Context: an optimization exercise on an open-source flow, tuned for small area, a short achievable clock period and few clock cycles. The choices shown serve that exercise and are no tape-out recipe.
In this exercise RTL edits were held to simulation tests only and were not proved equivalent to the original.
Power is estimated from default activity; no workload was simulated.

## flow/design.v (module list and top-level ports; edited modules follow where they fit)
// module bfsk_gstep: 418 lines
// module bfsk_power: 236 lines
// module bfsk_demod: 242 lines
module bfsk_demod (
    input  wire        clk,
    input  wire        rst,
    input  wire        in_valid,
    output wire        in_ready,
    input  wire [1:0]  in_op,
    input  wire [39:0] in_data,
    output reg         bit_valid,
    output reg         bit_val,
    output reg         bit_lock,
    output reg         byte_valid,
    output wire [7:0]  byte_data
);
  // ...
==> flow/flow/run.sh <==
#!/bin/bash
# The standard ORFS layout, with repair_timing asked to keep 16.5 ns of setup slack at
# the design's 22 ns clock, so that it sizes and buffers the Goertzel loop for speed.
# make's full output goes to flow_make.log in the work folder (ORFS keeps its per-step logs
# under orfs/logs).
set -euo pipefail
bash standard.sh SETUP_SLACK_MARGIN=16.5 finish > flow_make.log 2>&1
==> flow/standard.sh <==
#!/bin/bash
# synth_recipe.tcl (not shown) runs the flow's synth.tcl, then flattens the netlist and writes it again
# the make line also repeats each setting of config.mk as NAME=value (left out here)
make -C /OpenROAD-flow-scripts/flow DESIGN_CONFIG=/design/flow/config.mk WORK_HOME=/design/flow/orfs CLKGATE_MAP_FILE= SYNTH_SCRIPT=/design/flow/synth_recipe.tcl "${@:-finish}"
==> flow/config.mk <==
export PLATFORM = sky130hd
export DESIGN_NAME = bfsk_demod
export DESIGN_NICKNAME = bfsk_demod
export VERILOG_FILES = /design/flow/design.v
export SDC_FILE = /design/flow/constraint.sdc
export NUM_CORES = 4
export LEC_CHECK = 0
export CAP_MARGIN = 20
export CORE_MARGIN = 2
export CORE_UTILIZATION = 40
export SLEW_MARGIN = 20
==> flow/constraint.sdc <==
create_clock -name core_clock -period 22.0 [get_ports {clk}]
set_input_delay 4.4000 -clock core_clock [delete_from_list [all_inputs] [get_ports {clk}]]
set_output_delay 4.4000 -clock core_clock [all_outputs]
set_load 0.01 [all_outputs]
==> impl_metrics.yaml, run 1 <==
outcome:
  status: "finished clean"
layout:
  final_cell_mix: "inv_1 (562), fa_1 (402), a22oi_1 (394)"
  stdcell_area_um2: 49240
  drive_above_1_share_pct: 16.84
  final_util_pct: 47.51
  diodes: 0
  inverters_excl_clock: 576
timing:
  period_minus_slack_ps: 6053
  slew_headroom_pct: 21.54
  max_freq_mhz: 165.2
  setup_viol: 0
  setup_ws_ps: 15950
synthesis:
  muxShareOfSynthArea_pct: 2.193
  yosysTopAreaCell: "fa_1"
floorplanning:
  tap_cells: 1380
  die-area_um2: 107300
  fp.dieW_um: 327.6
  coreArea_um2: 103600
cts:
  cts_buffer_depth: 3
pwr:
  internal-power_mw: 1.957
  pwr-share-clk_pct: 30.2
placement:
  post-place-ws_ps: 15410
  dpl.hpwl_um: 88760
hold_path:
  min_path_type: "flop to flop"
  hp-start: "sh[1]"
grt:
  grt.overflow.total: 0
worst_setup_path:
  critPathArrivalTime_ps: 6460
  critPathSlowestCell: "fa_1"
  r2r-end: "q1_1[16]"
route:
  totalWireLength_um: 131000
  met1_length_um: 55640
Testbench counts, summed over its fixed seeds: cycles 88,023.
==> module bfsk_demod, before the edit <==
module bfsk_demod (
    input  wire        clk,
    input  wire        rst,
    input  wire        in_valid,
    output wire        in_ready,
    input  wire [1:0]  in_op,
    input  wire [39:0] in_data,
    output reg         bit_valid,
    output reg         bit_val,
    output reg         bit_lock,
    output reg         byte_valid,
    output wire [7:0]  byte_data
);
    localparam [1:0] OP_SAMPLE = 2'd0;
    localparam [1:0] OP_RESET  = 2'd1;
    localparam [1:0] OP_CFG    = 2'd2;
    reg         rdy;
    reg         v_r;
    reg  [1:0]  op_r;
    reg  [39:0] d_r;
    assign in_ready = rdy;
    wire accept = in_valid && rdy;
    always @(posedge clk) begin
        v_r  <= accept && !rst;
        op_r <= in_op;
        d_r  <= in_data;
    end
    reg        cfg_valid;
    reg  [7:0] sps_m1;                
    reg  [7:0] c0_neg, c0_one, c0_two;
    reg  [7:0] c1_neg, c1_one, c1_two;
    wire do_cfg   = v_r && op_r == OP_CFG && d_r[7:0] != 8'd0;
    wire do_clear = v_r && (op_r == OP_RESET || do_cfg);
    wire do_samp  = v_r && op_r == OP_SAMPLE && cfg_valid;
    function [23:0] booth16(input [15:0] c);
        integer j;
        reg b2, b1, b0;
        begin
            for (j = 0; j < 8; j = j + 1) begin
                b2 = c[2*j+1];
                b1 = c[2*j];
                b0 = (j == 0) ? 1'b0 : c[2*j-1];
                booth16[j]      = b2;                                   
                booth16[8 + j]  = b1 ^ b0;                              
                booth16[16 + j] = (b2 & ~b1 & ~b0) | (~b2 & b1 & b0);   
            end
        end
    endfunction
    wire [23:0] enc0 = booth16(d_r[23:8]);
    wire [23:0] enc1 = booth16(d_r[39:24]);
    always @(posedge clk) begin
        if (rst) begin
            cfg_valid <= 1'b0;
        end else if (do_cfg) begin
            cfg_valid <= 1'b1;
            sps_m1    <= d_r[7:0] - 8'd1;
            {c0_two, c0_one, c0_neg} <= enc0;
            {c1_two, c1_one, c1_neg} <= enc1;
        end
    end
    reg  [7:0]  n;
    reg         fresh;                  
    reg  [23:0] q1_0, q2_0, q1_1, q2_1;
    reg         ld_pend;                
    wire [11:0] x     = d_r[11:0];
    reg  [11:0] x_eff;                  
    wire [25:0] t0, t1;
    bfsk_gstep g0 (.b_neg(c0_neg), .b_one(c0_one), .b_two(c0_two),
                   .q1(q1_0), .q2(q2_0), .x(x_eff), .t(t0));
    bfsk_gstep g1 (.b_neg(c1_neg), .b_one(c1_one), .b_two(c1_two),
                   .q1(q1_1), .q2(q2_1), .x(x_eff), .t(t1));
    wire [23:0] xs     = {{12{x[11]}}, x};
    wire [23:0] nq_0   = fresh ? xs : t0[23:0];
    wire [23:0] nq_1   = fresh ? xs : t1[23:0];
    wire        at_end = n == sps_m1;
    wire        close  = do_samp && at_end;
    always @(posedge clk) begin
        if (do_samp) begin
            q1_0 <= nq_0;
            q1_1 <= nq_1;
            q2_0 <= fresh ? 24'd0 : q1_0;
            q2_1 <= fresh ? 24'd0 : q1_1;
        end
    end
    wire fresh_nx = rst || do_clear || (do_samp ? at_end : fresh);
    always @(posedge clk) begin
        fresh <= fresh_nx;
        x_eff <= fresh_nx ? 12'd0 : in_data[11:0];
        if (rst) begin
            n       <= 8'd0;
            ld_pend <= 1'b0;
        end else begin
            ld_pend <= close;
            if (do_clear)
                n <= 8'd0;
            else if (do_samp)
                n <= at_end ? 8'd0 : n + 8'd1;
        end
    end
    reg         busy;
    reg  [3:0]  k;
    reg  [23:0] s1, s3;                 
    reg  [1:0]  sp;                     
    reg  [23:0] a0, a2;                 
    reg  [25:0] a1, a3;                 
    reg  [2:0]  dg0, dg2;                 
    reg  [28:0] acc;
    reg         bit_r;                  
    reg         bit_pend;
    reg         u_tag, b_tag;           
    wire        last = k == 4'd11;
    wire [3:0]  sg = 4'b0110;           
    wire [3:0]  b2 = {s3[1], dg2[2], s1[1], dg0[2]};
    wire [3:0]  b1 = {s3[0], dg2[1], s1[0], dg0[1]};
    wire [3:0]  b0 = {sp[1], dg2[0], sp[0], dg0[0]};
    wire [3:0]  dn    = b2 ^ sg;
    wire [3:0]  done_ = b1 ^ b0;
    wire [3:0]  dtwo  = (b2 & ~b1 & ~b0) | (~b2 & b1 & b0);
    wire [3:0]  kn  = k + 4'd1;
    wire [24:0] a0x = {a0, 1'b0};
    wire [24:0] a2x = {a2, 1'b0};
    wire [2:0]  dg0n = a0x[{kn, 1'b0} +: 3];
    wire [2:0]  dg2n = a2x[{kn, 1'b0} +: 3];
    wire [28:0] acc_nx;
    wire        p_sgn;
    bfsk_power pw (.neg(dn), .one(done_), .two(dtwo),
                   .a0(a0), .a1(a1), .a2(a2), .a3(a3),
                   .acc(acc), .acc_next(acc_nx), .sgn(p_sgn));
    wire finish = busy && last;
    always @(posedge clk) begin
        if (ld_pend) begin
            a0 <= q1_0;
            s1 <= q2_0;  a1 <= t0;
            a2 <= q1_1;
            s3 <= q2_1;  a3 <= t1;
            dg0 <= {q1_0[1:0], 1'b0};
            dg2 <= {q1_1[1:0], 1'b0};
            sp <= 2'd0;
        end else begin
            s1 <= s1 >> 2;
            s3 <= s3 >> 2;
            sp <= {s3[1], s1[1]};
            dg0 <= dg0n;
            dg2 <= dg2n;
        end
        acc <= (busy && !last) ? acc_nx : 29'd0;
        if (finish)
            bit_r <= p_sgn;
    end
    always @(posedge clk) begin
        if (rst) begin
            busy     <= 1'b0;
            k        <= 4'd0;
            bit_pend <= 1'b0;
        end else begin
            bit_pend <= finish;
            if (ld_pend) begin
                busy <= 1'b1;
                k    <= 4'd0;
            end else if (busy) begin
                busy <= !last;
                k    <= k + 4'd1;
            end
        end
    end
    wire inflight   = ld_pend || busy;
    wire sync_clear = (do_clear && !inflight) || (bit_pend && b_tag);
    always @(posedge clk) begin
        if (rst) begin
            u_tag <= 1'b0;
            b_tag <= 1'b0;
        end else begin
            if (finish)
                b_tag <= u_tag || (do_clear && !ld_pend);
            else if (bit_pend)
                b_tag <= 1'b0;
            if (ld_pend)
                u_tag <= do_clear;
            else if (finish)
                u_tag <= 1'b0;
            else if (do_clear && busy)
                u_tag <= 1'b1;
        end
    end
    wire [7:0] n_nx    = do_clear ? 8'd0 : do_samp ? (at_end ? 8'd0 : n + 8'd1) : n;
    wire [7:0] spsm_nx = do_cfg ? d_r[7:0] - 8'd1 : sps_m1;
    wire       acc_smp = accept && in_op == OP_SAMPLE;
    wire       near    = (n_nx + 8'd1 == spsm_nx) || (spsm_nx == 8'd0) ||
                         (n_nx == spsm_nx && !acc_smp) || (accept && in_op == OP_CFG);
    wire       k_nx_lo = ld_pend || (busy && !last && k < 4'd8);
    wire       unit_bz = close || k_nx_lo ||
                         (acc_smp && n_nx == spsm_nx);
    always @(posedge clk) begin
        if (rst)
            rdy <= 1'b1;
        else
            rdy <= !(near && unit_bz);
    end
    reg        locked;
    reg        last_b;
    reg  [6:0] run;                     
    reg  [2:0] bp_cnt;
    reg  [7:0] sh;
    wire       alt      = bit_r != last_b;
    wire [6:0] run_nx   = !alt ? 7'd1 : (run[6] ? run : run + 7'd1);
    wire       lock_now = !locked && bit_r && run_nx[6];
    assign byte_data = sh;
    always @(posedge clk) begin
        if (rst) begin
            locked     <= 1'b0;
            last_b     <= 1'b0;
            run        <= 7'd1;
            bp_cnt     <= 3'd0;
            bit_valid  <= 1'b0;
            byte_valid <= 1'b0;
        end else begin
            bit_valid  <= bit_pend;
            byte_valid <= bit_pend && locked && bp_cnt == 3'd7;
            if (bit_pend) begin
                bit_val  <= bit_r;
                bit_lock <= locked || lock_now;
                if (!locked) begin
                    last_b <= bit_r;
                    run    <= run_nx;
                    if (lock_now) begin
                        locked <= 1'b1;
                        bp_cnt <= 3'd0;
                    end
                end else begin
                    sh     <= {sh[6:0], bit_r};
                    bp_cnt <= bp_cnt + 3'd1;
                end
            end
            if (sync_clear) begin
                locked <= 1'b0;
                last_b <= 1'b0;
                run    <= 7'd1;
                bp_cnt <= 3'd0;
            end
        end
    end
endmodule
==> run 2, diff against run 1 <==
--- a/flow/design.v
+++ b/flow/design.v
@@ -408,17 +408,505 @@
     wire g398 = g263 ^ g328 ^ g327;
     wire g399 = (g263 & g328) | (g263 & g327) | (g328 & g327);
     wire g400 = (((b_one[7] & q1[22]) | (b_two[7] & q1[21])) ^ b_neg[7]) ^ g329 ^ g330;
     wire g401 = ((((b_one[7] & q1[22]) | (b_two[7] & q1[21])) ^ b_neg[7]) & g329) | ((((b_one[7] & q1[22]) | (b_two[7] & q1[21])) ^ b_neg[7]) & g330) | (g329 & g330);
     wire g402 = ~(~q2[23]) ^ (((b_one[7] & q1[23]) | (b_two[7] & q1[22])) ^ b_neg[7]) ^ g331;
     wire g403 = (~(~q2[23]) & (((b_one[7] & q1[23]) | (b_two[7] & q1[22])) ^ b_neg[7])) | (~(~q2[23]) & g331) | ((((b_one[7] & q1[23]) | (b_two[7] & q1[22])) ^ b_neg[7]) & g331);
     wire [39:0] s_v = {1'b1, g403, g401, g399, g397, g395, g393, g391, g389, g387, g385, g383, g381, g379, g377, g375, g373, g371, g369, g367, g365, g363, g361, g359, g357, g355, g353, g351, g349, g347, g345, g343, g341, g339, g337, g335, g333, g332, (((b_one[0] & q1[1]) | (b_two[0] & q1[0])) ^ b_neg[0]), b_neg[0]};
     wire [39:0] c_v = {1'b0, ~((((b_one[7] & q1[23]) | (b_two[7] & q1[23])) ^ b_neg[7])), g402, g400, g398, g396, g394, g392, g390, g388, g386, g384, g382, g380, g378, g376, g374, g372, g370, g368, g366, g364, g362, g360, g358, g356, g354, g352, g350, g348, g346, g344, g342, g340, g338, g336, g334, ((b_one[1] & q1[0]) ^ b_neg[1]), 1'b0, ((b_one[0] & q1[0]) ^ b_neg[0])};
-    wire [39:0] sum = s_v + c_v;
+    wire [39:0] kp0 = s_v ^ c_v;
+    wire [39:0] kg0 = s_v & c_v;
+    wire [39:0] kg1, kp1;
+    assign kg1[0] = kg0[0];
+    assign kp1[0] = kp0[0];
+    assign kg1[1] = kg0[1] | (kp0[1] & kg0[0]);
+    assign kp1[1] = kp0[1] & kp0[0];
+    assign kg1[2] = kg0[2] | (kp0[2] & kg0[1]);
+    assign kp1[2] = kp0[2] & kp0[1];
+    assign kg1[3] = kg0[3] | (kp0[3] & kg0[2]);
+    assign kp1[3] = kp0[3] & kp0[2];
+    assign kg1[4] = kg0[4] | (kp0[4] & kg0[3]);
+    assign kp1[4] = kp0[4] & kp0[3];
+    assign kg1[5] = kg0[5] | (kp0[5] & kg0[4]);
+    assign kp1[5] = kp0[5] & kp0[4];
+    assign kg1[6] = kg0[6] | (kp0[6] & kg0[5]);
+    assign kp1[6] = kp0[6] & kp0[5];
+    assign kg1[7] = kg0[7] | (kp0[7] & kg0[6]);
+    assign kp1[7] = kp0[7] & kp0[6];
+    assign kg1[8] = kg0[8] | (kp0[8] & kg0[7]);
+    assign kp1[8] = kp0[8] & kp0[7];
+    assign kg1[9] = kg0[9] | (kp0[9] & kg0[8]);
+    assign kp1[9] = kp0[9] & kp0[8];
+    assign kg1[10] = kg0[10] | (kp0[10] & kg0[9]);
+    assign kp1[10] = kp0[10] & kp0[9];
+    assign kg1[11] = kg0[11] | (kp0[11] & kg0[10]);
+    assign kp1[11] = kp0[11] & kp0[10];
+    assign kg1[12] = kg0[12] | (kp0[12] & kg0[11]);
+    assign kp1[12] = kp0[12] & kp0[11];
+    assign kg1[13] = kg0[13] | (kp0[13] & kg0[12]);
+    assign kp1[13] = kp0[13] & kp0[12];
+    assign kg1[14] = kg0[14] | (kp0[14] & kg0[13]);
+    assign kp1[14] = kp0[14] & kp0[13];
+    assign kg1[15] = kg0[15] | (kp0[15] & kg0[14]);
+    assign kp1[15] = kp0[15] & kp0[14];
+    assign kg1[16] = kg0[16] | (kp0[16] & kg0[15]);
+    assign kp1[16] = kp0[16] & kp0[15];
+    assign kg1[17] = kg0[17] | (kp0[17] & kg0[16]);
+    assign kp1[17] = kp0[17] & kp0[16];
+    assign kg1[18] = kg0[18] | (kp0[18] & kg0[17]);
+    assign kp1[18] = kp0[18] & kp0[17];
+    assign kg1[19] = kg0[19] | (kp0[19] & kg0[18]);
+    assign kp1[19] = kp0[19] & kp0[18];
+    assign kg1[20] = kg0[20] | (kp0[20] & kg0[19]);
+    assign kp1[20] = kp0[20] & kp0[19];
+    assign kg1[21] = kg0[21] | (kp0[21] & kg0[20]);
+    assign kp1[21] = kp0[21] & kp0[20];
+    assign kg1[22] = kg0[22] | (kp0[22] & kg0[21]);
+    assign kp1[22] = kp0[22] & kp0[21];
+    assign kg1[23] = kg0[23] | (kp0[23] & kg0[22]);
+    assign kp1[23] = kp0[23] & kp0[22];
+    assign kg1[24] = kg0[24] | (kp0[24] & kg0[23]);
+    assign kp1[24] = kp0[24] & kp0[23];
+    assign kg1[25] = kg0[25] | (kp0[25] & kg0[24]);
+    assign kp1[25] = kp0[25] & kp0[24];
+    assign kg1[26] = kg0[26] | (kp0[26] & kg0[25]);
+    assign kp1[26] = kp0[26] & kp0[25];
+    assign kg1[27] = kg0[27] | (kp0[27] & kg0[26]);
+    assign kp1[27] = kp0[27] & kp0[26];
+    assign kg1[28] = kg0[28] | (kp0[28] & kg0[27]);
+    assign kp1[28] = kp0[28] & kp0[27];
+    assign kg1[29] = kg0[29] | (kp0[29] & kg0[28]);
+    assign kp1[29] = kp0[29] & kp0[28];
+    assign kg1[30] = kg0[30] | (kp0[30] & kg0[29]);
+    assign kp1[30] = kp0[30] & kp0[29];
+    assign kg1[31] = kg0[31] | (kp0[31] & kg0[30]);
+    assign kp1[31] = kp0[31] & kp0[30];
+    assign kg1[32] = kg0[32] | (kp0[32] & kg0[31]);
+    assign kp1[32] = kp0[32] & kp0[31];
+    assign kg1[33] = kg0[33] | (kp0[33] & kg0[32]);
+    assign kp1[33] = kp0[33] & kp0[32];
+    assign kg1[34] = kg0[34] | (kp0[34] & kg0[33]);
+    assign kp1[34] = kp0[34] & kp0[33];
+    assign kg1[35] = kg0[35] | (kp0[35] & kg0[34]);
+    assign kp1[35] = kp0[35] & kp0[34];
+    assign kg1[36] = kg0[36] | (kp0[36] & kg0[35]);
+    assign kp1[36] = kp0[36] & kp0[35];
+    assign kg1[37] = kg0[37] | (kp0[37] & kg0[36]);
+    assign kp1[37] = kp0[37] & kp0[36];
+    assign kg1[38] = kg0[38] | (kp0[38] & kg0[37]);
+    assign kp1[38] = kp0[38] & kp0[37];
+    assign kg1[39] = kg0[39] | (kp0[39] & kg0[38]);
+    assign kp1[39] = kp0[39] & kp0[38];
+    wire [39:0] kg2, kp2;
+    assign kg2[0] = kg1[0];
+    assign kp2[0] = kp1[0];
+    assign kg2[1] = kg1[1];
+    assign kp2[1] = kp1[1];
+    assign kg2[2] = kg1[2] | (kp1[2] & kg1[0]);
+    assign kp2[2] = kp1[2] & kp1[0];
+    assign kg2[3] = kg1[3] | (kp1[3] & kg1[1]);
+    assign kp2[3] = kp1[3] & kp1[1];
+    assign kg2[4] = kg1[4] | (kp1[4] & kg1[2]);
+    assign kp2[4] = kp1[4] & kp1[2];
+    assign kg2[5] = kg1[5] | (kp1[5] & kg1[3]);
+    assign kp2[5] = kp1[5] & kp1[3];
+    assign kg2[6] = kg1[6] | (kp1[6] & kg1[4]);
+    assign kp2[6] = kp1[6] & kp1[4];
+    assign kg2[7] = kg1[7] | (kp1[7] & kg1[5]);
+    assign kp2[7] = kp1[7] & kp1[5];
+    assign kg2[8] = kg1[8] | (kp1[8] & kg1[6]);
+    assign kp2[8] = kp1[8] & kp1[6];
+    assign kg2[9] = kg1[9] | (kp1[9] & kg1[7]);
+    assign kp2[9] = kp1[9] & kp1[7];
+    assign kg2[10] = kg1[10] | (kp1[10] & kg1[8]);
+    assign kp2[10] = kp1[10] & kp1[8];
+    assign kg2[11] = kg1[11] | (kp1[11] & kg1[9]);
+    assign kp2[11] = kp1[11] & kp1[9];
+    assign kg2[12] = kg1[12] | (kp1[12] & kg1[10]);
+    assign kp2[12] = kp1[12] & kp1[10];
+    assign kg2[13] = kg1[13] | (kp1[13] & kg1[11]);
+    assign kp2[13] = kp1[13] & kp1[11];
+    assign kg2[14] = kg1[14] | (kp1[14] & kg1[12]);
+    assign kp2[14] = kp1[14] & kp1[12];
+    assign kg2[15] = kg1[15] | (kp1[15] & kg1[13]);
+    assign kp2[15] = kp1[15] & kp1[13];
+    assign kg2[16] = kg1[16] | (kp1[16] & kg1[14]);
+    assign kp2[16] = kp1[16] & kp1[14];
+    assign kg2[17] = kg1[17] | (kp1[17] & kg1[15]);
+    assign kp2[17] = kp1[17] & kp1[15];
+    assign kg2[18] = kg1[18] | (kp1[18] & kg1[16]);
+    assign kp2[18] = kp1[18] & kp1[16];
+    assign kg2[19] = kg1[19] | (kp1[19] & kg1[17]);
+    assign kp2[19] = kp1[19] & kp1[17];
+    assign kg2[20] = kg1[20] | (kp1[20] & kg1[18]);
+    assign kp2[20] = kp1[20] & kp1[18];
+    assign kg2[21] = kg1[21] | (kp1[21] & kg1[19]);
+    assign kp2[21] = kp1[21] & kp1[19];
+    assign kg2[22] = kg1[22] | (kp1[22] & kg1[20]);
+    assign kp2[22] = kp1[22] & kp1[20];
+    assign kg2[23] = kg1[23] | (kp1[23] & kg1[21]);
+    assign kp2[23] = kp1[23] & kp1[21];
+    assign kg2[24] = kg1[24] | (kp1[24] & kg1[22]);
+    assign kp2[24] = kp1[24] & kp1[22];
+    assign kg2[25] = kg1[25] | (kp1[25] & kg1[23]);
+    assign kp2[25] = kp1[25] & kp1[23];
+    assign kg2[26] = kg1[26] | (kp1[26] & kg1[24]);
+    assign kp2[26] = kp1[26] & kp1[24];
+    assign kg2[27] = kg1[27] | (kp1[27] & kg1[25]);
+    assign kp2[27] = kp1[27] & kp1[25];
+    assign kg2[28] = kg1[28] | (kp1[28] & kg1[26]);
+    assign kp2[28] = kp1[28] & kp1[26];
+    assign kg2[29] = kg1[29] | (kp1[29] & kg1[27]);
+    assign kp2[29] = kp1[29] & kp1[27];
+    assign kg2[30] = kg1[30] | (kp1[30] & kg1[28]);
+    assign kp2[30] = kp1[30] & kp1[28];
+    assign kg2[31] = kg1[31] | (kp1[31] & kg1[29]);
+    assign kp2[31] = kp1[31] & kp1[29];
+    assign kg2[32] = kg1[32] | (kp1[32] & kg1[30]);
+    assign kp2[32] = kp1[32] & kp1[30];
+    assign kg2[33] = kg1[33] | (kp1[33] & kg1[31]);
+    assign kp2[33] = kp1[33] & kp1[31];
+    assign kg2[34] = kg1[34] | (kp1[34] & kg1[32]);
+    assign kp2[34] = kp1[34] & kp1[32];
+    assign kg2[35] = kg1[35] | (kp1[35] & kg1[33]);
+    assign kp2[35] = kp1[35] & kp1[33];
+    assign kg2[36] = kg1[36] | (kp1[36] & kg1[34]);
+    assign kp2[36] = kp1[36] & kp1[34];
+    assign kg2[37] = kg1[37] | (kp1[37] & kg1[35]);
+    assign kp2[37] = kp1[37] & kp1[35];
+    assign kg2[38] = kg1[38] | (kp1[38] & kg1[36]);
+    assign kp2[38] = kp1[38] & kp1[36];
+    assign kg2[39] = kg1[39] | (kp1[39] & kg1[37]);
+    assign kp2[39] = kp1[39] & kp1[37];
+    wire [39:0] kg3, kp3;
+    assign kg3[0] = kg2[0];
+    assign kp3[0] = kp2[0];
+    assign kg3[1] = kg2[1];
+    assign kp3[1] = kp2[1];
+    assign kg3[2] = kg2[2];
+    assign kp3[2] = kp2[2];
+    assign kg3[3] = kg2[3];
+    assign kp3[3] = kp2[3];
+    assign kg3[4] = kg2[4] | (kp2[4] & kg2[0]);
+    assign kp3[4] = kp2[4] & kp2[0];
+    assign kg3[5] = kg2[5] | (kp2[5] & kg2[1]);
+    assign kp3[5] = kp2[5] & kp2[1];
+    assign kg3[6] = kg2[6] | (kp2[6] & kg2[2]);
+    assign kp3[6] = kp2[6] & kp2[2];
+    assign kg3[7] = kg2[7] | (kp2[7] & kg2[3]);
+    assign kp3[7] = kp2[7] & kp2[3];
+    assign kg3[8] = kg2[8] | (kp2[8] & kg2[4]);
+    assign kp3[8] = kp2[8] & kp2[4];
+    assign kg3[9] = kg2[9] | (kp2[9] & kg2[5]);
+    assign kp3[9] = kp2[9] & kp2[5];
+    assign kg3[10] = kg2[10] | (kp2[10] & kg2[6]);
+    assign kp3[10] = kp2[10] & kp2[6];
+    assign kg3[11] = kg2[11] | (kp2[11] & kg2[7]);
+    assign kp3[11] = kp2[11] & kp2[7];
+    assign kg3[12] = kg2[12] | (kp2[12] & kg2[8]);
+    assign kp3[12] = kp2[12] & kp2[8];
+    assign kg3[13] = kg2[13] | (kp2[13] & kg2[9]);
+    assign kp3[13] = kp2[13] & kp2[9];
+    assign kg3[14] = kg2[14] | (kp2[14] & kg2[10]);
+    assign kp3[14] = kp2[14] & kp2[10];
+    assign kg3[15] = kg2[15] | (kp2[15] & kg2[11]);
+    assign kp3[15] = kp2[15] & kp2[11];
+    assign kg3[16] = kg2[16] | (kp2[16] & kg2[12]);
+    assign kp3[16] = kp2[16] & kp2[12];
+    assign kg3[17] = kg2[17] | (kp2[17] & kg2[13]);
+    assign kp3[17] = kp2[17] & kp2[13];
+    assign kg3[18] = kg2[18] | (kp2[18] & kg2[14]);
+    assign kp3[18] = kp2[18] & kp2[14];
+    assign kg3[19] = kg2[19] | (kp2[19] & kg2[15]);
+    assign kp3[19] = kp2[19] & kp2[15];
+    assign kg3[20] = kg2[20] | (kp2[20] & kg2[16]);
+    assign kp3[20] = kp2[20] & kp2[16];
+    assign kg3[21] = kg2[21] | (kp2[21] & kg2[17]);
+    assign kp3[21] = kp2[21] & kp2[17];
+    assign kg3[22] = kg2[22] | (kp2[22] & kg2[18]);
+    assign kp3[22] = kp2[22] & kp2[18];
+    assign kg3[23] = kg2[23] | (kp2[23] & kg2[19]);
+    assign kp3[23] = kp2[23] & kp2[19];
+    assign kg3[24] = kg2[24] | (kp2[24] & kg2[20]);
+    assign kp3[24] = kp2[24] & kp2[20];
+    assign kg3[25] = kg2[25] | (kp2[25] & kg2[21]);
+    assign kp3[25] = kp2[25] & kp2[21];
+    assign kg3[26] = kg2[26] | (kp2[26] & kg2[22]);
+    assign kp3[26] = kp2[26] & kp2[22];
+    assign kg3[27] = kg2[27] | (kp2[27] & kg2[23]);
+    assign kp3[27] = kp2[27] & kp2[23];
+    assign kg3[28] = kg2[28] | (kp2[28] & kg2[24]);
+    assign kp3[28] = kp2[28] & kp2[24];
+    assign kg3[29] = kg2[29] | (kp2[29] & kg2[25]);
+    assign kp3[29] = kp2[29] & kp2[25];
+    assign kg3[30] = kg2[30] | (kp2[30] & kg2[26]);
+    assign kp3[30] = kp2[30] & kp2[26];
+    assign kg3[31] = kg2[31] | (kp2[31] & kg2[27]);
+    assign kp3[31] = kp2[31] & kp2[27];
+    assign kg3[32] = kg2[32] | (kp2[32] & kg2[28]);
+    assign kp3[32] = kp2[32] & kp2[28];
+    assign kg3[33] = kg2[33] | (kp2[33] & kg2[29]);
+    assign kp3[33] = kp2[33] & kp2[29];
+    assign kg3[34] = kg2[34] | (kp2[34] & kg2[30]);
+    assign kp3[34] = kp2[34] & kp2[30];
+    assign kg3[35] = kg2[35] | (kp2[35] & kg2[31]);
+    assign kp3[35] = kp2[35] & kp2[31];
+    assign kg3[36] = kg2[36] | (kp2[36] & kg2[32]);
+    assign kp3[36] = kp2[36] & kp2[32];
+    assign kg3[37] = kg2[37] | (kp2[37] & kg2[33]);
+    assign kp3[37] = kp2[37] & kp2[33];
+    assign kg3[38] = kg2[38] | (kp2[38] & kg2[34]);
+    assign kp3[38] = kp2[38] & kp2[34];
+    assign kg3[39] = kg2[39] | (kp2[39] & kg2[35]);
+    assign kp3[39] = kp2[39] & kp2[35];
+    wire [39:0] kg4, kp4;
+    assign kg4[0] = kg3[0];
+    assign kp4[0] = kp3[0];
+    assign kg4[1] = kg3[1];
+    assign kp4[1] = kp3[1];
+    assign kg4[2] = kg3[2];
+    assign kp4[2] = kp3[2];
+    assign kg4[3] = kg3[3];
+    assign kp4[3] = kp3[3];
+    assign kg4[4] = kg3[4];
+    assign kp4[4] = kp3[4];
+    assign kg4[5] = kg3[5];
+    assign kp4[5] = kp3[5];
+    assign kg4[6] = kg3[6];
+    assign kp4[6] = kp3[6];
+    assign kg4[7] = kg3[7];
+    assign kp4[7] = kp3[7];
+    assign kg4[8] = kg3[8] | (kp3[8] & kg3[0]);
+    assign kp4[8] = kp3[8] & kp3[0];
+    assign kg4[9] = kg3[9] | (kp3[9] & kg3[1]);
+    assign kp4[9] = kp3[9] & kp3[1];
+    assign kg4[10] = kg3[10] | (kp3[10] & kg3[2]);
+    assign kp4[10] = kp3[10] & kp3[2];
+    assign kg4[11] = kg3[11] | (kp3[11] & kg3[3]);
+    assign kp4[11] = kp3[11] & kp3[3];
+    assign kg4[12] = kg3[12] | (kp3[12] & kg3[4]);
+    assign kp4[12] = kp3[12] & kp3[4];
+    assign kg4[13] = kg3[13] | (kp3[13] & kg3[5]);
+    assign kp4[13] = kp3[13] & kp3[5];
+    assign kg4[14] = kg3[14] | (kp3[14] & kg3[6]);
+    assign kp4[14] = kp3[14] & kp3[6];
+    assign kg4[15] = kg3[15] | (kp3[15] & kg3[7]);
+    assign kp4[15] = kp3[15] & kp3[7];
+    assign kg4[16] = kg3[16] | (kp3[16] & kg3[8]);
+    assign kp4[16] = kp3[16] & kp3[8];
+    assign kg4[17] = kg3[17] | (kp3[17] & kg3[9]);
+    assign kp4[17] = kp3[17] & kp3[9];
+    assign kg4[18] = kg3[18] | (kp3[18] & kg3[10]);
+    assign kp4[18] = kp3[18] & kp3[10];
+    assign kg4[19] = kg3[19] | (kp3[19] & kg3[11]);
+    assign kp4[19] = kp3[19] & kp3[11];
+    assign kg4[20] = kg3[20] | (kp3[20] & kg3[12]);
+    assign kp4[20] = kp3[20] & kp3[12];
+    assign kg4[21] = kg3[21] | (kp3[21] & kg3[13]);
+    assign kp4[21] = kp3[21] & kp3[13];
+    assign kg4[22] = kg3[22] | (kp3[22] & kg3[14]);
+    assign kp4[22] = kp3[22] & kp3[14];
+    assign kg4[23] = kg3[23] | (kp3[23] & kg3[15]);
+    assign kp4[23] = kp3[23] & kp3[15];
+    assign kg4[24] = kg3[24] | (kp3[24] & kg3[16]);
+    assign kp4[24] = kp3[24] & kp3[16];
+    assign kg4[25] = kg3[25] | (kp3[25] & kg3[17]);
+    assign kp4[25] = kp3[25] & kp3[17];
+    assign kg4[26] = kg3[26] | (kp3[26] & kg3[18]);
+    assign kp4[26] = kp3[26] & kp3[18];
+    assign kg4[27] = kg3[27] | (kp3[27] & kg3[19]);
+    assign kp4[27] = kp3[27] & kp3[19];
+    assign kg4[28] = kg3[28] | (kp3[28] & kg3[20]);
+    assign kp4[28] = kp3[28] & kp3[20];
+    assign kg4[29] = kg3[29] | (kp3[29] & kg3[21]);
+    assign kp4[29] = kp3[29] & kp3[21];
+    assign kg4[30] = kg3[30] | (kp3[30] & kg3[22]);
+    assign kp4[30] = kp3[30] & kp3[22];
+    assign kg4[31] = kg3[31] | (kp3[31] & kg3[23]);
+    assign kp4[31] = kp3[31] & kp3[23];
+    assign kg4[32] = kg3[32] | (kp3[32] & kg3[24]);
+    assign kp4[32] = kp3[32] & kp3[24];
+    assign kg4[33] = kg3[33] | (kp3[33] & kg3[25]);
+    assign kp4[33] = kp3[33] & kp3[25];
+    assign kg4[34] = kg3[34] | (kp3[34] & kg3[26]);
+    assign kp4[34] = kp3[34] & kp3[26];
+    assign kg4[35] = kg3[35] | (kp3[35] & kg3[27]);
+    assign kp4[35] = kp3[35] & kp3[27];
+    assign kg4[36] = kg3[36] | (kp3[36] & kg3[28]);
+    assign kp4[36] = kp3[36] & kp3[28];
+    assign kg4[37] = kg3[37] | (kp3[37] & kg3[29]);
+    assign kp4[37] = kp3[37] & kp3[29];
+    assign kg4[38] = kg3[38] | (kp3[38] & kg3[30]);
+    assign kp4[38] = kp3[38] & kp3[30];
+    assign kg4[39] = kg3[39] | (kp3[39] & kg3[31]);
+    assign kp4[39] = kp3[39] & kp3[31];
+    wire [39:0] kg5, kp5;
+    assign kg5[0] = kg4[0];
+    assign kp5[0] = kp4[0];
+    assign kg5[1] = kg4[1];
+    assign kp5[1] = kp4[1];
+    assign kg5[2] = kg4[2];
+    assign kp5[2] = kp4[2];
+    assign kg5[3] = kg4[3];
+    assign kp5[3] = kp4[3];
+    assign kg5[4] = kg4[4];
+    assign kp5[4] = kp4[4];
+    assign kg5[5] = kg4[5];
+    assign kp5[5] = kp4[5];
+    assign kg5[6] = kg4[6];
+    assign kp5[6] = kp4[6];
+    assign kg5[7] = kg4[7];
+    assign kp5[7] = kp4[7];
+    assign kg5[8] = kg4[8];
+    assign kp5[8] = kp4[8];
+    assign kg5[9] = kg4[9];
+    assign kp5[9] = kp4[9];
+    assign kg5[10] = kg4[10];
+    assign kp5[10] = kp4[10];
+    assign kg5[11] = kg4[11];
+    assign kp5[11] = kp4[11];
+    assign kg5[12] = kg4[12];
+    assign kp5[12] = kp4[12];
+    assign kg5[13] = kg4[13];
+    assign kp5[13] = kp4[13];
+    assign kg5[14] = kg4[14];
+    assign kp5[14] = kp4[14];
+    assign kg5[15] = kg4[15];
+    assign kp5[15] = kp4[15];
+    assign kg5[16] = kg4[16] | (kp4[16] & kg4[0]);
+    assign kp5[16] = kp4[16] & kp4[0];
+    assign kg5[17] = kg4[17] | (kp4[17] & kg4[1]);
+    assign kp5[17] = kp4[17] & kp4[1];
+    assign kg5[18] = kg4[18] | (kp4[18] & kg4[2]);
+    assign kp5[18] = kp4[18] & kp4[2];
+    assign kg5[19] = kg4[19] | (kp4[19] & kg4[3]);
+    assign kp5[19] = kp4[19] & kp4[3];
+    assign kg5[20] = kg4[20] | (kp4[20] & kg4[4]);
+    assign kp5[20] = kp4[20] & kp4[4];
+    assign kg5[21] = kg4[21] | (kp4[21] & kg4[5]);
+    assign kp5[21] = kp4[21] & kp4[5];
+    assign kg5[22] = kg4[22] | (kp4[22] & kg4[6]);
+    assign kp5[22] = kp4[22] & kp4[6];
+    assign kg5[23] = kg4[23] | (kp4[23] & kg4[7]);
+    assign kp5[23] = kp4[23] & kp4[7];
+    assign kg5[24] = kg4[24] | (kp4[24] & kg4[8]);
+    assign kp5[24] = kp4[24] & kp4[8];
+    assign kg5[25] = kg4[25] | (kp4[25] & kg4[9]);
+    assign kp5[25] = kp4[25] & kp4[9];
+    assign kg5[26] = kg4[26] | (kp4[26] & kg4[10]);
+    assign kp5[26] = kp4[26] & kp4[10];
+    assign kg5[27] = kg4[27] | (kp4[27] & kg4[11]);
+    assign kp5[27] = kp4[27] & kp4[11];
+    assign kg5[28] = kg4[28] | (kp4[28] & kg4[12]);
+    assign kp5[28] = kp4[28] & kp4[12];
+    assign kg5[29] = kg4[29] | (kp4[29] & kg4[13]);
+    assign kp5[29] = kp4[29] & kp4[13];
+    assign kg5[30] = kg4[30] | (kp4[30] & kg4[14]);
+    assign kp5[30] = kp4[30] & kp4[14];
+    assign kg5[31] = kg4[31] | (kp4[31] & kg4[15]);
+    assign kp5[31] = kp4[31] & kp4[15];
+    assign kg5[32] = kg4[32] | (kp4[32] & kg4[16]);
+    assign kp5[32] = kp4[32] & kp4[16];
+    assign kg5[33] = kg4[33] | (kp4[33] & kg4[17]);
+    assign kp5[33] = kp4[33] & kp4[17];
+    assign kg5[34] = kg4[34] | (kp4[34] & kg4[18]);
+    assign kp5[34] = kp4[34] & kp4[18];
+    assign kg5[35] = kg4[35] | (kp4[35] & kg4[19]);
+    assign kp5[35] = kp4[35] & kp4[19];
+    assign kg5[36] = kg4[36] | (kp4[36] & kg4[20]);
+    assign kp5[36] = kp4[36] & kp4[20];
+    assign kg5[37] = kg4[37] | (kp4[37] & kg4[21]);
+    assign kp5[37] = kp4[37] & kp4[21];
+    assign kg5[38] = kg4[38] | (kp4[38] & kg4[22]);
+    assign kp5[38] = kp4[38] & kp4[22];
+    assign kg5[39] = kg4[39] | (kp4[39] & kg4[23]);
+    assign kp5[39] = kp4[39] & kp4[23];
+    wire [39:0] kg6, kp6;
+    assign kg6[0] = kg5[0];
+    assign kp6[0] = kp5[0];
+    assign kg6[1] = kg5[1];
+    assign kp6[1] = kp5[1];
+    assign kg6[2] = kg5[2];
+    assign kp6[2] = kp5[2];
+    assign kg6[3] = kg5[3];
+    assign kp6[3] = kp5[3];
+    assign kg6[4] = kg5[4];
+    assign kp6[4] = kp5[4];
+    assign kg6[5] = kg5[5];
+    assign kp6[5] = kp5[5];
+    assign kg6[6] = kg5[6];
+    assign kp6[6] = kp5[6];
+    assign kg6[7] = kg5[7];
+    assign kp6[7] = kp5[7];
+    assign kg6[8] = kg5[8];
+    assign kp6[8] = kp5[8];
+    assign kg6[9] = kg5[9];
+    assign kp6[9] = kp5[9];
+    assign kg6[10] = kg5[10];
+    assign kp6[10] = kp5[10];
+    assign kg6[11] = kg5[11];
+    assign kp6[11] = kp5[11];
+    assign kg6[12] = kg5[12];
+    assign kp6[12] = kp5[12];
+    assign kg6[13] = kg5[13];
+    assign kp6[13] = kp5[13];
+    assign kg6[14] = kg5[14];
+    assign kp6[14] = kp5[14];
+    assign kg6[15] = kg5[15];
+    assign kp6[15] = kp5[15];
+    assign kg6[16] = kg5[16];
+    assign kp6[16] = kp5[16];
+    assign kg6[17] = kg5[17];
+    assign kp6[17] = kp5[17];
+    assign kg6[18] = kg5[18];
+    assign kp6[18] = kp5[18];
+    assign kg6[19] = kg5[19];
+    assign kp6[19] = kp5[19];
+    assign kg6[20] = kg5[20];
+    assign kp6[20] = kp5[20];
+    assign kg6[21] = kg5[21];
+    assign kp6[21] = kp5[21];
+    assign kg6[22] = kg5[22];
+    assign kp6[22] = kp5[22];
+    assign kg6[23] = kg5[23];
+    assign kp6[23] = kp5[23];
+    assign kg6[24] = kg5[24];
+    assign kp6[24] = kp5[24];
+    assign kg6[25] = kg5[25];
+    assign kp6[25] = kp5[25];
+    assign kg6[26] = kg5[26];
+    assign kp6[26] = kp5[26];
+    assign kg6[27] = kg5[27];
+    assign kp6[27] = kp5[27];
+    assign kg6[28] = kg5[28];
+    assign kp6[28] = kp5[28];
+    assign kg6[29] = kg5[29];
+    assign kp6[29] = kp5[29];
+    assign kg6[30] = kg5[30];
+    assign kp6[30] = kp5[30];
+    assign kg6[31] = kg5[31];
+    assign kp6[31] = kp5[31];
+    assign kg6[32] = kg5[32] | (kp5[32] & kg5[0]);
+    assign kp6[32] = kp5[32] & kp5[0];
+    assign kg6[33] = kg5[33] | (kp5[33] & kg5[1]);
+    assign kp6[33] = kp5[33] & kp5[1];
+    assign kg6[34] = kg5[34] | (kp5[34] & kg5[2]);
+    assign kp6[34] = kp5[34] & kp5[2];
+    assign kg6[35] = kg5[35] | (kp5[35] & kg5[3]);
+    assign kp6[35] = kp5[35] & kp5[3];
+    assign kg6[36] = kg5[36] | (kp5[36] & kg5[4]);
+    assign kp6[36] = kp5[36] & kp5[4];
+    assign kg6[37] = kg5[37] | (kp5[37] & kg5[5]);
+    assign kp6[37] = kp5[37] & kp5[5];
+    assign kg6[38] = kg5[38] | (kp5[38] & kg5[6]);
+    assign kp6[38] = kp5[38] & kp5[6];
+    assign kg6[39] = kg5[39] | (kp5[39] & kg5[7]);
+    assign kp6[39] = kp5[39] & kp5[7];
+    wire [39:0] sum = kp0 ^ {kg6[38:0], 1'b0};
     assign t = sum[39:14];
 endmodule
 module bfsk_power (
     input  wire [3:0]  neg,
     input  wire [3:0]  one,
     input  wire [3:0]  two,
     input  wire [23:0] a0,
     input  wire [25:0] a1,
@@ -643,17 +1131,334 @@
     wire p212 = p104 ^ p157 ^ p158;
     wire p213 = (p104 & p157) | (p104 & p158) | (p157 & p158);
     wire p214 = p105 ^ p160 ^ p159;
     wire p215 = (p105 & p160) | (p105 & p159) | (p160 & p159);
     wire p216 = acc[27] ^ p107 ^ p161;
     wire p217 = (acc[27] & p107) | (acc[27] & p161) | (p107 & p161);
     wire [30:0] s_v = {1'b1, 1'b1, p217, p215, p213, p211, p209, p207, p205, p203, p201, p199, p197, p195, p193, p191, p189, p187, p185, p183, p181, p179, p177, p175, p173, p171, p169, p167, p165, p163, p162};
     wire [30:0] c_v = {1'b0, 1'b0, ~(acc[28]), p216, p214, p212, p210, p208, p206, p204, p202, p200, p198, p196, p194, p192, p190, p188, p186, p184, p182, p180, p178, p176, p174, p172, p170, p168, p166, p164, p6};
-    wire [30:0] sum = s_v + c_v;
+    wire [30:0] kp0 = s_v ^ c_v;
+    wire [30:0] kg0 = s_v & c_v;
+    wire [30:0] kg1, kp1;
+    assign kg1[0] = kg0[0];
+    assign kp1[0] = kp0[0];
+    assign kg1[1] = kg0[1] | (kp0[1] & kg0[0]);
+    assign kp1[1] = kp0[1] & kp0[0];
+    assign kg1[2] = kg0[2] | (kp0[2] & kg0[1]);
+    assign kp1[2] = kp0[2] & kp0[1];
+    assign kg1[3] = kg0[3] | (kp0[3] & kg0[2]);
+    assign kp1[3] = kp0[3] & kp0[2];
+    assign kg1[4] = kg0[4] | (kp0[4] & kg0[3]);
+    assign kp1[4] = kp0[4] & kp0[3];
+    assign kg1[5] = kg0[5] | (kp0[5] & kg0[4]);
+    assign kp1[5] = kp0[5] & kp0[4];
+    assign kg1[6] = kg0[6] | (kp0[6] & kg0[5]);
+    assign kp1[6] = kp0[6] & kp0[5];
+    assign kg1[7] = kg0[7] | (kp0[7] & kg0[6]);
+    assign kp1[7] = kp0[7] & kp0[6];
+    assign kg1[8] = kg0[8] | (kp0[8] & kg0[7]);
+    assign kp1[8] = kp0[8] & kp0[7];
+    assign kg1[9] = kg0[9] | (kp0[9] & kg0[8]);
+    assign kp1[9] = kp0[9] & kp0[8];
+    assign kg1[10] = kg0[10] | (kp0[10] & kg0[9]);
+    assign kp1[10] = kp0[10] & kp0[9];
+    assign kg1[11] = kg0[11] | (kp0[11] & kg0[10]);
+    assign kp1[11] = kp0[11] & kp0[10];
+    assign kg1[12] = kg0[12] | (kp0[12] & kg0[11]);
+    assign kp1[12] = kp0[12] & kp0[11];
+    assign kg1[13] = kg0[13] | (kp0[13] & kg0[12]);
+    assign kp1[13] = kp0[13] & kp0[12];
+    assign kg1[14] = kg0[14] | (kp0[14] & kg0[13]);
+    assign kp1[14] = kp0[14] & kp0[13];
+    assign kg1[15] = kg0[15] | (kp0[15] & kg0[14]);
+    assign kp1[15] = kp0[15] & kp0[14];
+    assign kg1[16] = kg0[16] | (kp0[16] & kg0[15]);
+    assign kp1[16] = kp0[16] & kp0[15];
+    assign kg1[17] = kg0[17] | (kp0[17] & kg0[16]);
+    assign kp1[17] = kp0[17] & kp0[16];
+    assign kg1[18] = kg0[18] | (kp0[18] & kg0[17]);
+    assign kp1[18] = kp0[18] & kp0[17];
+    assign kg1[19] = kg0[19] | (kp0[19] & kg0[18]);
+    assign kp1[19] = kp0[19] & kp0[18];
+    assign kg1[20] = kg0[20] | (kp0[20] & kg0[19]);
+    assign kp1[20] = kp0[20] & kp0[19];
+    assign kg1[21] = kg0[21] | (kp0[21] & kg0[20]);
+    assign kp1[21] = kp0[21] & kp0[20];
+    assign kg1[22] = kg0[22] | (kp0[22] & kg0[21]);
+    assign kp1[22] = kp0[22] & kp0[21];
+    assign kg1[23] = kg0[23] | (kp0[23] & kg0[22]);
+    assign kp1[23] = kp0[23] & kp0[22];
+    assign kg1[24] = kg0[24] | (kp0[24] & kg0[23]);
+    assign kp1[24] = kp0[24] & kp0[23];
+    assign kg1[25] = kg0[25] | (kp0[25] & kg0[24]);
+    assign kp1[25] = kp0[25] & kp0[24];
+    assign kg1[26] = kg0[26] | (kp0[26] & kg0[25]);
+    assign kp1[26] = kp0[26] & kp0[25];
+    assign kg1[27] = kg0[27] | (kp0[27] & kg0[26]);
+    assign kp1[27] = kp0[27] & kp0[26];
+    assign kg1[28] = kg0[28] | (kp0[28] & kg0[27]);
+    assign kp1[28] = kp0[28] & kp0[27];
+    assign kg1[29] = kg0[29] | (kp0[29] & kg0[28]);
+    assign kp1[29] = kp0[29] & kp0[28];
+    assign kg1[30] = kg0[30] | (kp0[30] & kg0[29]);
+    assign kp1[30] = kp0[30] & kp0[29];
+    wire [30:0] kg2, kp2;
+    assign kg2[0] = kg1[0];
+    assign kp2[0] = kp1[0];
+    assign kg2[1] = kg1[1];
+    assign kp2[1] = kp1[1];
+    assign kg2[2] = kg1[2] | (kp1[2] & kg1[0]);
+    assign kp2[2] = kp1[2] & kp1[0];
+    assign kg2[3] = kg1[3] | (kp1[3] & kg1[1]);
+    assign kp2[3] = kp1[3] & kp1[1];
+    assign kg2[4] = kg1[4] | (kp1[4] & kg1[2]);
+    assign kp2[4] = kp1[4] & kp1[2];
+    assign kg2[5] = kg1[5] | (kp1[5] & kg1[3]);
+    assign kp2[5] = kp1[5] & kp1[3];
+    assign kg2[6] = kg1[6] | (kp1[6] & kg1[4]);
+    assign kp2[6] = kp1[6] & kp1[4];
+    assign kg2[7] = kg1[7] | (kp1[7] & kg1[5]);
+    assign kp2[7] = kp1[7] & kp1[5];
+    assign kg2[8] = kg1[8] | (kp1[8] & kg1[6]);
+    assign kp2[8] = kp1[8] & kp1[6];
+    assign kg2[9] = kg1[9] | (kp1[9] & kg1[7]);
+    assign kp2[9] = kp1[9] & kp1[7];
+    assign kg2[10] = kg1[10] | (kp1[10] & kg1[8]);
+    assign kp2[10] = kp1[10] & kp1[8];
+    assign kg2[11] = kg1[11] | (kp1[11] & kg1[9]);
+    assign kp2[11] = kp1[11] & kp1[9];
+    assign kg2[12] = kg1[12] | (kp1[12] & kg1[10]);
+    assign kp2[12] = kp1[12] & kp1[10];
+    assign kg2[13] = kg1[13] | (kp1[13] & kg1[11]);
+    assign kp2[13] = kp1[13] & kp1[11];
+    assign kg2[14] = kg1[14] | (kp1[14] & kg1[12]);
+    assign kp2[14] = kp1[14] & kp1[12];
+    assign kg2[15] = kg1[15] | (kp1[15] & kg1[13]);
+    assign kp2[15] = kp1[15] & kp1[13];
+    assign kg2[16] = kg1[16] | (kp1[16] & kg1[14]);
+    assign kp2[16] = kp1[16] & kp1[14];
+    assign kg2[17] = kg1[17] | (kp1[17] & kg1[15]);
+    assign kp2[17] = kp1[17] & kp1[15];
+    assign kg2[18] = kg1[18] | (kp1[18] & kg1[16]);
+    assign kp2[18] = kp1[18] & kp1[16];
+    assign kg2[19] = kg1[19] | (kp1[19] & kg1[17]);
+    assign kp2[19] = kp1[19] & kp1[17];
+    assign kg2[20] = kg1[20] | (kp1[20] & kg1[18]);
+    assign kp2[20] = kp1[20] & kp1[18];
+    assign kg2[21] = kg1[21] | (kp1[21] & kg1[19]);
+    assign kp2[21] = kp1[21] & kp1[19];
+    assign kg2[22] = kg1[22] | (kp1[22] & kg1[20]);
+    assign kp2[22] = kp1[22] & kp1[20];
+    assign kg2[23] = kg1[23] | (kp1[23] & kg1[21]);
+    assign kp2[23] = kp1[23] & kp1[21];
+    assign kg2[24] = kg1[24] | (kp1[24] & kg1[22]);
+    assign kp2[24] = kp1[24] & kp1[22];
+    assign kg2[25] = kg1[25] | (kp1[25] & kg1[23]);
+    assign kp2[25] = kp1[25] & kp1[23];
+    assign kg2[26] = kg1[26] | (kp1[26] & kg1[24]);
+    assign kp2[26] = kp1[26] & kp1[24];
+    assign kg2[27] = kg1[27] | (kp1[27] & kg1[25]);
+    assign kp2[27] = kp1[27] & kp1[25];
+    assign kg2[28] = kg1[28] | (kp1[28] & kg1[26]);
+    assign kp2[28] = kp1[28] & kp1[26];
+    assign kg2[29] = kg1[29] | (kp1[29] & kg1[27]);
+    assign kp2[29] = kp1[29] & kp1[27];
+    assign kg2[30] = kg1[30] | (kp1[30] & kg1[28]);
+    assign kp2[30] = kp1[30] & kp1[28];
+    wire [30:0] kg3, kp3;
+    assign kg3[0] = kg2[0];
+    assign kp3[0] = kp2[0];
+    assign kg3[1] = kg2[1];
+    assign kp3[1] = kp2[1];
+    assign kg3[2] = kg2[2];
+    assign kp3[2] = kp2[2];
+    assign kg3[3] = kg2[3];
+    assign kp3[3] = kp2[3];
+    assign kg3[4] = kg2[4] | (kp2[4] & kg2[0]);
+    assign kp3[4] = kp2[4] & kp2[0];
+    assign kg3[5] = kg2[5] | (kp2[5] & kg2[1]);
+    assign kp3[5] = kp2[5] & kp2[1];
+    assign kg3[6] = kg2[6] | (kp2[6] & kg2[2]);
+    assign kp3[6] = kp2[6] & kp2[2];
+    assign kg3[7] = kg2[7] | (kp2[7] & kg2[3]);
+    assign kp3[7] = kp2[7] & kp2[3];
+    assign kg3[8] = kg2[8] | (kp2[8] & kg2[4]);
+    assign kp3[8] = kp2[8] & kp2[4];
+    assign kg3[9] = kg2[9] | (kp2[9] & kg2[5]);
+    assign kp3[9] = kp2[9] & kp2[5];
+    assign kg3[10] = kg2[10] | (kp2[10] & kg2[6]);
+    assign kp3[10] = kp2[10] & kp2[6];
+    assign kg3[11] = kg2[11] | (kp2[11] & kg2[7]);
+    assign kp3[11] = kp2[11] & kp2[7];
+    assign kg3[12] = kg2[12] | (kp2[12] & kg2[8]);
+    assign kp3[12] = kp2[12] & kp2[8];
+    assign kg3[13] = kg2[13] | (kp2[13] & kg2[9]);
+    assign kp3[13] = kp2[13] & kp2[9];
+    assign kg3[14] = kg2[14] | (kp2[14] & kg2[10]);
+    assign kp3[14] = kp2[14] & kp2[10];
+    assign kg3[15] = kg2[15] | (kp2[15] & kg2[11]);
+    assign kp3[15] = kp2[15] & kp2[11];
+    assign kg3[16] = kg2[16] | (kp2[16] & kg2[12]);
+    assign kp3[16] = kp2[16] & kp2[12];
+    assign kg3[17] = kg2[17] | (kp2[17] & kg2[13]);
+    assign kp3[17] = kp2[17] & kp2[13];
+    assign kg3[18] = kg2[18] | (kp2[18] & kg2[14]);
+    assign kp3[18] = kp2[18] & kp2[14];
+    assign kg3[19] = kg2[19] | (kp2[19] & kg2[15]);
+    assign kp3[19] = kp2[19] & kp2[15];
+    assign kg3[20] = kg2[20] | (kp2[20] & kg2[16]);
+    assign kp3[20] = kp2[20] & kp2[16];
+    assign kg3[21] = kg2[21] | (kp2[21] & kg2[17]);
+    assign kp3[21] = kp2[21] & kp2[17];
+    assign kg3[22] = kg2[22] | (kp2[22] & kg2[18]);
+    assign kp3[22] = kp2[22] & kp2[18];
+    assign kg3[23] = kg2[23] | (kp2[23] & kg2[19]);
+    assign kp3[23] = kp2[23] & kp2[19];
+    assign kg3[24] = kg2[24] | (kp2[24] & kg2[20]);
+    assign kp3[24] = kp2[24] & kp2[20];
+    assign kg3[25] = kg2[25] | (kp2[25] & kg2[21]);
+    assign kp3[25] = kp2[25] & kp2[21];
+    assign kg3[26] = kg2[26] | (kp2[26] & kg2[22]);
+    assign kp3[26] = kp2[26] & kp2[22];
+    assign kg3[27] = kg2[27] | (kp2[27] & kg2[23]);
+    assign kp3[27] = kp2[27] & kp2[23];
+    assign kg3[28] = kg2[28] | (kp2[28] & kg2[24]);
+    assign kp3[28] = kp2[28] & kp2[24];
+    assign kg3[29] = kg2[29] | (kp2[29] & kg2[25]);
+    assign kp3[29] = kp2[29] & kp2[25];
+    assign kg3[30] = kg2[30] | (kp2[30] & kg2[26]);
+    assign kp3[30] = kp2[30] & kp2[26];
+    wire [30:0] kg4, kp4;
+    assign kg4[0] = kg3[0];
+    assign kp4[0] = kp3[0];
+    assign kg4[1] = kg3[1];
+    assign kp4[1] = kp3[1];
+    assign kg4[2] = kg3[2];
+    assign kp4[2] = kp3[2];
+    assign kg4[3] = kg3[3];
+    assign kp4[3] = kp3[3];
+    assign kg4[4] = kg3[4];
+    assign kp4[4] = kp3[4];
+    assign kg4[5] = kg3[5];
+    assign kp4[5] = kp3[5];
+    assign kg4[6] = kg3[6];
+    assign kp4[6] = kp3[6];
+    assign kg4[7] = kg3[7];
+    assign kp4[7] = kp3[7];
+    assign kg4[8] = kg3[8] | (kp3[8] & kg3[0]);
+    assign kp4[8] = kp3[8] & kp3[0];
+    assign kg4[9] = kg3[9] | (kp3[9] & kg3[1]);
+    assign kp4[9] = kp3[9] & kp3[1];
+    assign kg4[10] = kg3[10] | (kp3[10] & kg3[2]);
+    assign kp4[10] = kp3[10] & kp3[2];
+    assign kg4[11] = kg3[11] | (kp3[11] & kg3[3]);
+    assign kp4[11] = kp3[11] & kp3[3];
+    assign kg4[12] = kg3[12] | (kp3[12] & kg3[4]);
+    assign kp4[12] = kp3[12] & kp3[4];
+    assign kg4[13] = kg3[13] | (kp3[13] & kg3[5]);
+    assign kp4[13] = kp3[13] & kp3[5];
+    assign kg4[14] = kg3[14] | (kp3[14] & kg3[6]);
+    assign kp4[14] = kp3[14] & kp3[6];
+    assign kg4[15] = kg3[15] | (kp3[15] & kg3[7]);
+    assign kp4[15] = kp3[15] & kp3[7];
+    assign kg4[16] = kg3[16] | (kp3[16] & kg3[8]);
+    assign kp4[16] = kp3[16] & kp3[8];
+    assign kg4[17] = kg3[17] | (kp3[17] & kg3[9]);
+    assign kp4[17] = kp3[17] & kp3[9];
+    assign kg4[18] = kg3[18] | (kp3[18] & kg3[10]);
+    assign kp4[18] = kp3[18] & kp3[10];
+    assign kg4[19] = kg3[19] | (kp3[19] & kg3[11]);
+    assign kp4[19] = kp3[19] & kp3[11];
+    assign kg4[20] = kg3[20] | (kp3[20] & kg3[12]);
+    assign kp4[20] = kp3[20] & kp3[12];
+    assign kg4[21] = kg3[21] | (kp3[21] & kg3[13]);
+    assign kp4[21] = kp3[21] & kp3[13];
+    assign kg4[22] = kg3[22] | (kp3[22] & kg3[14]);
+    assign kp4[22] = kp3[22] & kp3[14];
+    assign kg4[23] = kg3[23] | (kp3[23] & kg3[15]);
+    assign kp4[23] = kp3[23] & kp3[15];
+    assign kg4[24] = kg3[24] | (kp3[24] & kg3[16]);
+    assign kp4[24] = kp3[24] & kp3[16];
+    assign kg4[25] = kg3[25] | (kp3[25] & kg3[17]);
+    assign kp4[25] = kp3[25] & kp3[17];
+    assign kg4[26] = kg3[26] | (kp3[26] & kg3[18]);
+    assign kp4[26] = kp3[26] & kp3[18];
+    assign kg4[27] = kg3[27] | (kp3[27] & kg3[19]);
+    assign kp4[27] = kp3[27] & kp3[19];
+    assign kg4[28] = kg3[28] | (kp3[28] & kg3[20]);
+    assign kp4[28] = kp3[28] & kp3[20];
+    assign kg4[29] = kg3[29] | (kp3[29] & kg3[21]);
+    assign kp4[29] = kp3[29] & kp3[21];
+    assign kg4[30] = kg3[30] | (kp3[30] & kg3[22]);
+    assign kp4[30] = kp3[30] & kp3[22];
+    wire [30:0] kg5, kp5;
+    assign kg5[0] = kg4[0];
+    assign kp5[0] = kp4[0];
+    assign kg5[1] = kg4[1];
+    assign kp5[1] = kp4[1];
+    assign kg5[2] = kg4[2];
+    assign kp5[2] = kp4[2];
+    assign kg5[3] = kg4[3];
+    assign kp5[3] = kp4[3];
+    assign kg5[4] = kg4[4];
+    assign kp5[4] = kp4[4];
+    assign kg5[5] = kg4[5];
+    assign kp5[5] = kp4[5];
+    assign kg5[6] = kg4[6];
+    assign kp5[6] = kp4[6];
+    assign kg5[7] = kg4[7];
+    assign kp5[7] = kp4[7];
+    assign kg5[8] = kg4[8];
+    assign kp5[8] = kp4[8];
+    assign kg5[9] = kg4[9];
+    assign kp5[9] = kp4[9];
+    assign kg5[10] = kg4[10];
+    assign kp5[10] = kp4[10];
+    assign kg5[11] = kg4[11];
+    assign kp5[11] = kp4[11];
+    assign kg5[12] = kg4[12];
+    assign kp5[12] = kp4[12];
+    assign kg5[13] = kg4[13];
+    assign kp5[13] = kp4[13];
+    assign kg5[14] = kg4[14];
+    assign kp5[14] = kp4[14];
+    assign kg5[15] = kg4[15];
+    assign kp5[15] = kp4[15];
+    assign kg5[16] = kg4[16] | (kp4[16] & kg4[0]);
+    assign kp5[16] = kp4[16] & kp4[0];
+    assign kg5[17] = kg4[17] | (kp4[17] & kg4[1]);
+    assign kp5[17] = kp4[17] & kp4[1];
+    assign kg5[18] = kg4[18] | (kp4[18] & kg4[2]);
+    assign kp5[18] = kp4[18] & kp4[2];
+    assign kg5[19] = kg4[19] | (kp4[19] & kg4[3]);
+    assign kp5[19] = kp4[19] & kp4[3];
+    assign kg5[20] = kg4[20] | (kp4[20] & kg4[4]);
+    assign kp5[20] = kp4[20] & kp4[4];
+    assign kg5[21] = kg4[21] | (kp4[21] & kg4[5]);
+    assign kp5[21] = kp4[21] & kp4[5];
+    assign kg5[22] = kg4[22] | (kp4[22] & kg4[6]);
+    assign kp5[22] = kp4[22] & kp4[6];
+    assign kg5[23] = kg4[23] | (kp4[23] & kg4[7]);
+    assign kp5[23] = kp4[23] & kp4[7];
+    assign kg5[24] = kg4[24] | (kp4[24] & kg4[8]);
+    assign kp5[24] = kp4[24] & kp4[8];
+    assign kg5[25] = kg4[25] | (kp4[25] & kg4[9]);
+    assign kp5[25] = kp4[25] & kp4[9];
+    assign kg5[26] = kg4[26] | (kp4[26] & kg4[10]);
+    assign kp5[26] = kp4[26] & kp4[10];
+    assign kg5[27] = kg4[27] | (kp4[27] & kg4[11]);
+    assign kp5[27] = kp4[27] & kp4[11];
+    assign kg5[28] = kg4[28] | (kp4[28] & kg4[12]);
+    assign kp5[28] = kp4[28] & kp4[12];
+    assign kg5[29] = kg4[29] | (kp4[29] & kg4[13]);
+    assign kp5[29] = kp4[29] & kp4[13];
+    assign kg5[30] = kg4[30] | (kp4[30] & kg4[14]);
+    assign kp5[30] = kp4[30] & kp4[14];
+    wire [30:0] sum = kp0 ^ {kg5[29:0], 1'b0};
     assign acc_next = sum[30:2];
     assign sgn = sum[30];
 endmodule
 module bfsk_demod (
     input  wire        clk,
     input  wire        rst,
     input  wire        in_valid,
     output wire        in_ready,
@@ -698,21 +1503,22 @@
                 booth16[8 + j]  = b1 ^ b0;                              
                 booth16[16 + j] = (b2 & ~b1 & ~b0) | (~b2 & b1 & b0);   
             end
         end
     endfunction
     wire [23:0] enc0 = booth16(d_r[23:8]);
     wire [23:0] enc1 = booth16(d_r[39:24]);
     always @(posedge clk) begin
-        if (rst) begin
+        if (rst)
             cfg_valid <= 1'b0;
-        end else if (do_cfg) begin
+        else if (do_cfg)
             cfg_valid <= 1'b1;
-            sps_m1    <= d_r[7:0] - 8'd1;
+        if (do_cfg) begin
+            sps_m1 <= d_r[7:0] - 8'd1;
             {c0_two, c0_one, c0_neg} <= enc0;
             {c1_two, c1_one, c1_neg} <= enc1;
         end
     end
     reg  [7:0]  n;
     reg         fresh;                  
     reg  [23:0] q1_0, q2_0, q1_1, q2_1;
     reg         ld_pend;                
==> flow/flow/run.sh (replaced) <==
#!/bin/bash
set -euo pipefail
bash standard.sh SETUP_SLACK_MARGIN=16.5 CTS_CLUSTER_SIZE=24 CTS_CLUSTER_DIAMETER=120 finish \
    > flow_make.log 2>&1
==> run 2 against run 1 <==
  * Die area up 0.30%
  * Synthesized area up 0.30%
  * Critical path type unchanged
  * Hold slack improved by 1.5 ps
  * Largest cell class unchanged
  * Clock power decreased by 41%
  * Synthesized cell count up 0.99%
  * Combinational power grew 52%
  * Critical endpoint is now q1_1[20]
  * Power up 8.7%
  * Utilization is 2.1 points lower
  * Still clean on timing, DRC and antenna
==> impl_metrics.yaml, run 2 <==
outcome:
  status: "finished clean"
cts:
  clk_latency_ps: 630
  cts_buffers: 25
  htreeDepth: 1
  cts_buffer_depth: 3
  cts.sinks: 437
  postCtsHoldBufs: 0
  cts_tree: "yes"
pwr:
  p_leak_nw: 19.35
  sw_frac_of_total_pct: 39.62
  pwr-share-clk_pct: 16.4
  switchingPower_mw: 1.287
  internal-power_mw: 1.961
worst_setup_path:
  max_stage_delay_ps: 550
  cp_max_fo: 5
  crit_type: "flop to flop"
  critPathTopFamily: "adder cells"
  path_buf_inv: 4
  endpoint_kind: "flop"
  critPathSlowestCell: "edfxtp_1"
  critPathArrivalTime_ps: 6240
timing:
  max_freq_mhz: 171.1
  slew_headroom_pct: 29.14
  fin_worst_skew_ps: 35.19
  maxSlewViolCount: 0
  rsz0062_at_grt: "true"
  tightest_slew_ps: 1062
  period_minus_slack_ps: 5845
  final_hold_viol_count: 0
  setup_viol: 0
  period_share_pct: 26.57
layout:
  stdcell_area_um2: 47180
  final_cell_mix: "inv_1 (562), fa_1 (402), a22oi_1 (396)"
  fillers: 9804
  drive_above_1_share_pct: 13.61
  top_regs: "d_r x40, acc x29"
  synthToLayoutAreaGrowth_pct: 12.32
  layout.nets: 5053
floorplanning:
  coreArea_um2: 103800
  fp.dieW_um: 328.0
  num_rows: 118
  initial_utilization_pct: 40.47
  die-area_um2: 107600
synthesis:
  synth-seq-cells: 437
  yosysTopAreaCell: "fa_1"
  yosys-top-cells-count: "inv_1 (587), fa_1 (418), a22oi_1 (414)"
  post-synth-top-count-cell: "inv_1"
  yosysSeqAreaShare_pct: 26.91
  synth_top_family_by_area: "adder cells"
  synthFlopType: "edfxtp_1"
  yosys.area_share.adder_pct: 26.48
  synthArstFlopShare_pct: 0
  ys_types: 83
  synth.net_count: 5063
  netlist_instances: 4400
  muxShareOfSynthArea_pct: 2.282
  synth-compound-area-share_pct: 16.77
  synth_warnings: 1
  synth_area_um2: 42000
  synth-simple-area-share_pct: 8.210
route:
  drtIter0Drc: 2834
  wire_per_inst_um: 21.27
  totalWireLength_um: 123200
grt:
  grt_pass1_vias: 31985
  grt.overflow.total: 0
  grtUsageTotal_pct: 22.59
flow_run:
  maxCapViolCount: 0
placement:
  dpl.hpwl_um: 86280
  dpl_cell_area_um2: 43710
  port_buffers: 57
hold_path:
  min_path_type: "flop to flop"
-- run 2: changes by cell type after synthesis, sizes merged, moves of 8 or more --
| cell | delta |
|---|---|
| and3 | -10 |
| inv | +15 |
| edfxtp | -8 |
| nor2 | -26 |
| or3 | +10 |
| a21o | +20 |
| nand2 | +39 |
| xor2 | -27 |
| dfxtp | +8 |
| o22ai | -8 |
| xnor2 | +35 |
| o21ai | +9 |
| a21bo | -21 |
-- run 2: per-layer routing --
metal  track usage [%]  vias to the layer above  part of all wire [%]
met2             36.01                     1178                    46
li1                  -                    14811                     -
met5                 0                        -                     0
met1             31.37                    16079                    43
met3             3.653                      185                   7.2
met4             7.190                        0                   3.5
-- run 2: cell type report --
class / instances / share of cell area [%]
repair buffers: 313 / 5.888
multi-input cells: 3022 / 60.07
inverters: 591 / 4.737
clock buffers: 36 / 1.422
flip-flops and latches: 437 / 23.99
diodes: 1 / 0.005304
clock inverters: 9 / 0.2281
well taps: 1380 / 3.660
-- run 2: kinds of logic after synthesis --
| logic type | after synthesis |
|---|---|
| buf+inv | 941 |
| mux | 71 |
| fa+ha+maj | 643 |
| simple gates | 740 |
| xor+xnor | 524 |
| flops | 437 |
| compound gates | 1044 |
-- run 2: final timing paths --
path | start | cells past startpoint | endpoint | slack [ps]
max | c1_one[0] | 19 | q1_1[20] | 16160
min | d_r[24] | 0 | c1_one[0] | 450
max reg2reg | c1_one[0] | 19 | q1_1[20] | 16160
min reg2reg | d_r[24] | 0 | c1_one[0] | 450
-- run 2: per-stage QoR --
stage | worst slack (ps) | instances | hold WS (ps) | utilization [%]
final | 16160 | 5789 | 447.8 | 45.45
after global routing | 15930 | 5788 | 471.9 | 45.45
after CTS | 16220 | 5730 | 448.8 | 44.31
after detailed placement | 15470 | 5577 | 426.7 | 42.12
after global placement | 15600 | 5577 | 418.6 | 42.12
after floorplan | 16280 | 4400 | 408.9 | -
-- run 2: timing repair --
item,CTS,global route
setup endpoints to repair,130,120
buffers inserted,108,58
gates resized for setup,204,159
pin swaps,51,79
-- run 2: power groups by stage --
stage	clock network, mW	registers (mW)	logic, mW
after detailed placement	0	0.964	1.21
after global placement	0	0.963	1.21
final	0.532	0.941	1.78
after global routing	0.573	0.942	1.92
after CTS	0.549	0.941	1.45
after floorplan	0	0.955	0.903
Testbench counts of run 2, summed over its fixed seeds: cycles 88,023.

Check on run 2: ideal ports give 16.156 ns setup slack; a clkbuf_16 on the clock port and buf_2 on the inputs give 16.156 ns; moving port delays by the midpoint clock arrival (0.680 ns) as well gives 15.988 ns.
